This design comes from an exercise in tuning for a short achievable clock period and few clock cycles per item on the open sky130 flow, not from production work. Power is estimated from default activity; no workload was simulated.

==> build 55: inputs <==
// most_rbc
module most_rbc (
    input  wire        clk,
    input  wire        rst,
    input  wire        req_valid,
    input  wire        req_op,             
    input  wire [1:0]  req_half,           
    input  wire [31:0] req_frames,         
    input  wire [31:0] req_ring_frames,    
    input  wire [31:0] req_period_frames,  
    input  wire [7:0]  req_width,          
    input  wire        req_endian,         
    input  wire [15:0] req_channels,       
    output reg         rsp_valid,
    output reg         rsp_err,
    output reg         rsp_pe,
    output reg  [31:0] rsp_bufpos,
    output reg  [31:0] rsp_perpos,
    output wire [1:0]  ring_half,
    output wire        ring_rd_en,
    output wire [31:0] ring_rd_addr,
    input  wire [7:0]  ring_rd_data,
    output wire        ring_wr_en,
    output wire [31:0] ring_wr_addr,
    output wire [7:0]  ring_wr_data,
    output wire        unit_rd_en,
    output wire [31:0] unit_rd_addr,
    input  wire [7:0]  unit_rd_data,
    output wire        unit_wr_en,
    output wire [31:0] unit_wr_addr,
    output wire [7:0]  unit_wr_data
);
export LEC_CHECK = 0
export CAP_MARGIN = 20
export CORE_MARGIN = 2
export CORE_UTILIZATION = 40
export SLEW_MARGIN = 20
create_clock -name core_clock -period 10.0 [get_ports {clk}]
standard.sh (not shown) runs the stock make flow with config.mk's settings and CLKGATE_MAP_FILE= SYNTH_SCRIPT=/design/flow/synth_recipe.tcl, a recipe that flattens the netlist after the stock synthesis.
==> flow/flow/run.sh <==
#!/bin/bash
# Standard layout with three changes to how it is made (SDC unchanged):
# timing repair keeps a setup margin beyond the design's, cell sizing may
# change a cell's footprint, and ports are buffered with buf_4 cells.
# Full make output goes to standard.log here.
set -uo pipefail
bash standard.sh SETUP_SLACK_MARGIN=7.0 MATCH_CELL_FOOTPRINT=0 \
  "BUFFER_PORTS_ARGS=-buffer_cell sky130_fd_sc_hd__buf_4" finish > standard.log 2>&1
==> inputs of trial 79, as changes to build 55 <==
--- a/flow/design.v
+++ b/flow/design.v
@@ -35,11 +35,10 @@
     reg [17:0] h_fbm1  [0:3];    
     reg [1:0]  h_glast [0:3];    
     reg [31:0] h_bp    [0:3];    
     reg [31:0] h_pp    [0:3];    
     reg [31:0] h_bpb   [0:3];    
-    reg [31:0] h_pab   [0:3];    
     reg        h_bpl   [0:3];    
     reg        h_ppl   [0:3];    
     reg        rst_q;
     reg        busy;
     reg        q_valid;
@@ -52,16 +51,13 @@
     reg        q_endian;
     reg [15:0] q_ch;
     reg        p_valid;
     reg [1:0]  p_half;
     reg        p_ok;
-    reg [1:0]  p_glast;
     reg [1:0]  p_wsel;       
     reg [15:0] p_chm1;       
     reg [16:0] p_ch2;        
-    reg [31:0] p_rf, p_pf;
-    reg        p_rf1, p_pf1;
     reg        active;       
     reg        dir_tx;
     reg [1:0]  c_half;
     reg [1:0]  rhalf;        
     reg [31:0] ra;           
@@ -138,10 +134,11 @@
         end
     endgenerate
     wire copy_refused = !h_ok[q_half] || gt_rf[q_half] || gt_pf[q_half];
     wire copy_zero    = q_n == 32'd0;
     wire copy_go      = q_valid && q_op && !copy_refused && !copy_zero;
+    wire prep_go      = q_valid && !q_op;
     wire rsp_now      = (q_valid && q_op && !copy_go) || p_valid || s2_last;
     wire byte_last = frame_last && fl_last;
     wire wrap      = frame_last && bp_last;    
     wire grp_last  = k == c_glast;
     always @(posedge clk) begin
@@ -190,14 +187,14 @@
                 h_ok[i] <= 1'b0;
                 h_bp[i] <= 32'd0;
                 h_pp[i] <= 32'd0;
             end
         end else begin
-            if (p_valid) begin
-                h_ok[p_half] <= p_ok;
-                h_bp[p_half] <= 32'd0;
-                h_pp[p_half] <= 32'd0;
+            if (prep_go) begin
+                h_ok[q_half] <= prep_ok;
+                h_bp[q_half] <= 32'd0;
+                h_pp[q_half] <= 32'd0;
             end
             if (s1_last) begin
                 h_bp[c_half] <= bp;
                 h_pp[c_half] <= pp;
             end
@@ -212,39 +209,33 @@
         q_width  <= req_width;
         q_endian <= req_endian;
         q_ch     <= req_channels;
         p_half  <= q_half;
         p_ok    <= prep_ok;
-        p_glast <= prep_glast;
         p_wsel  <= prep_wsel;
         p_chm1  <= q_ch - 16'd1;
         p_ch2   <= {q_ch, 1'b0};
-        p_rf    <= q_rf;
-        p_pf    <= q_pf;
-        p_rf1   <= q_rf == 32'd1;
-        p_pf1   <= q_pf == 32'd1;
-        if (p_valid) begin
-            h_rf[p_half]    <= p_rf;
-            h_pf[p_half]    <= p_pf;
+        if (prep_go) begin
+            h_rf[q_half]    <= q_rf;
+            h_pf[q_half]    <= q_pf;
+            h_glast[q_half] <= prep_glast;
+            h_bpb[q_half]   <= 32'd0;
+            h_bpl[q_half]   <= q_rf == 32'd1;
+            h_ppl[q_half]   <= q_pf == 32'd1;
+        end
+        if (p_valid)
             h_fbm1[p_half]  <= p_fbm1;
-            h_glast[p_half] <= p_glast;
-            h_bpb[p_half]   <= 32'd0;
-            h_pab[p_half]   <= {30'd0, p_glast};
-            h_bpl[p_half]   <= p_rf1;
-            h_ppl[p_half]   <= p_pf1;
-        end
         if (s1_last) begin
             h_bpb[c_half] <= ra;
-            h_pab[c_half] <= pa;
             h_bpl[c_half] <= bp_last;
             h_ppl[c_half] <= pp_last;
         end
         rsp_err    <= s2_last ? 1'b0 : p_valid ? !p_ok : copy_refused;
         rsp_pe     <= s2_last && pe_acc;
         rsp_bufpos <= s2_last ? bp : p_valid ? 32'd0 : h_bp[q_half];
         rsp_perpos <= s2_last ? pp : p_valid ? 32'd0 : h_pp[q_half];
-        rhalf <= q_valid ? q_half : c_half;
+        rhalf <= (q_valid && q_op) ? q_half : c_half;
         if (active) begin
             ua <= ua + 32'd1;
             ra <= wrap ? 32'd0 : ra + 32'd1;
             if (!grp_last)
                 pa <= pa - 32'd1;
@@ -253,11 +244,11 @@
             else
                 pa <= pa + {29'd0, c_gstep};
         end else begin
             ua <= 32'd0;
             ra <= h_bpb[q_half];
-            pa <= q_half[0] ? {30'd0, h_glast[q_half]} : h_pab[q_half];
+            pa <= (q_half[0] ? 32'd0 : h_bpb[q_half]) + {30'd0, h_glast[q_half]};
         end
         if (q_valid) begin
             dir_tx     <= q_half[0];
             c_half     <= q_half;
             bcnt       <= h_fbm1[q_half];
CORE_UTILIZATION = 70   (was 40)
CTS_CLUSTER_DIAMETER = 40   (was not set)
CTS_CLUSTER_SIZE = 12   (was not set)
==> notes.md <==
quantity	build 55	trial 79
Clk sink count	1490	1360
Maximum vdd drop	0.1874 mV	0.2054 mV
Share of cell area taken by muxes after synthesis	7.599%	7.654%
Number of placed cells counting well taps	7329	6269
Switching pwr	3270 uW	3244 uW
Run status	complete, no violations	complete, no violations
Fraction of layout cells with a size suffix above 1	25.93%	27.50%
Hold_sp	s1_addr[11]$_DFF_P_	s1_addr[19]$_DFF_P_
GRT Util Overall	20.97%	38.31%
Layout multi-input combinational cell count	2933	3003
Met1 wire length	80710 um	67700 um
Endpoint type of the worst setup path	output pin	flip-flop
GP Congestion	0.8818	0.9399
Clock share of power	43.6%	43.7%
Final period util	34.73%	33.87%
Arrival time at the worst endpoint	1470 ps	3980 ps
Initial standard-cell utilization of the core	40.34%	70.31%
Number of synthesized flops with an enable pin	1003	939
Routed wire length	179300 um	182400 um
Total number of cells along the worst setup path	2	11
Post-CTS Setup Bufs	128	164
Number of tap instances	2175	1176
Share of the final layout cell area in multi-input gates	30.33%	32.28%
Function was not checked in any run of this note: the RTL went through the layout flow alone.

-- static timing again, ports no longer ideal --
The results above use ideal ports. As a check the final layouts listed here were re-extracted and re-timed, cells and wires unchanged.
Step 1 (the two cells are an assumption about what drives the block):
set clk [get_ports {clk}]
set_driving_cell -lib_cell sky130_fd_sc_hd__clkbuf_16 $clk
set_driving_cell -lib_cell sky130_fd_sc_hd__buf_2 [delete_from_list [all_inputs] $clk]
Step 2 times the ports against the registers' clock, not the clock port: input delays grow and output delays shrink by t, the midpoint of the rising clock arrivals with the driver on.
Slacks: ideal / step 1 / step 2; pairs: ideal / step 1.
run | shift t [ns] | slack for setup (ns) | pins driven straight from the clock port
build 55 | 0.875 | 6.527 / 6.447 / 6.784 | 1
trial 79 | 0.834 | 6.613 / 6.613 / 6.613 | 1
After both steps setup and hold are still met in every run listed.
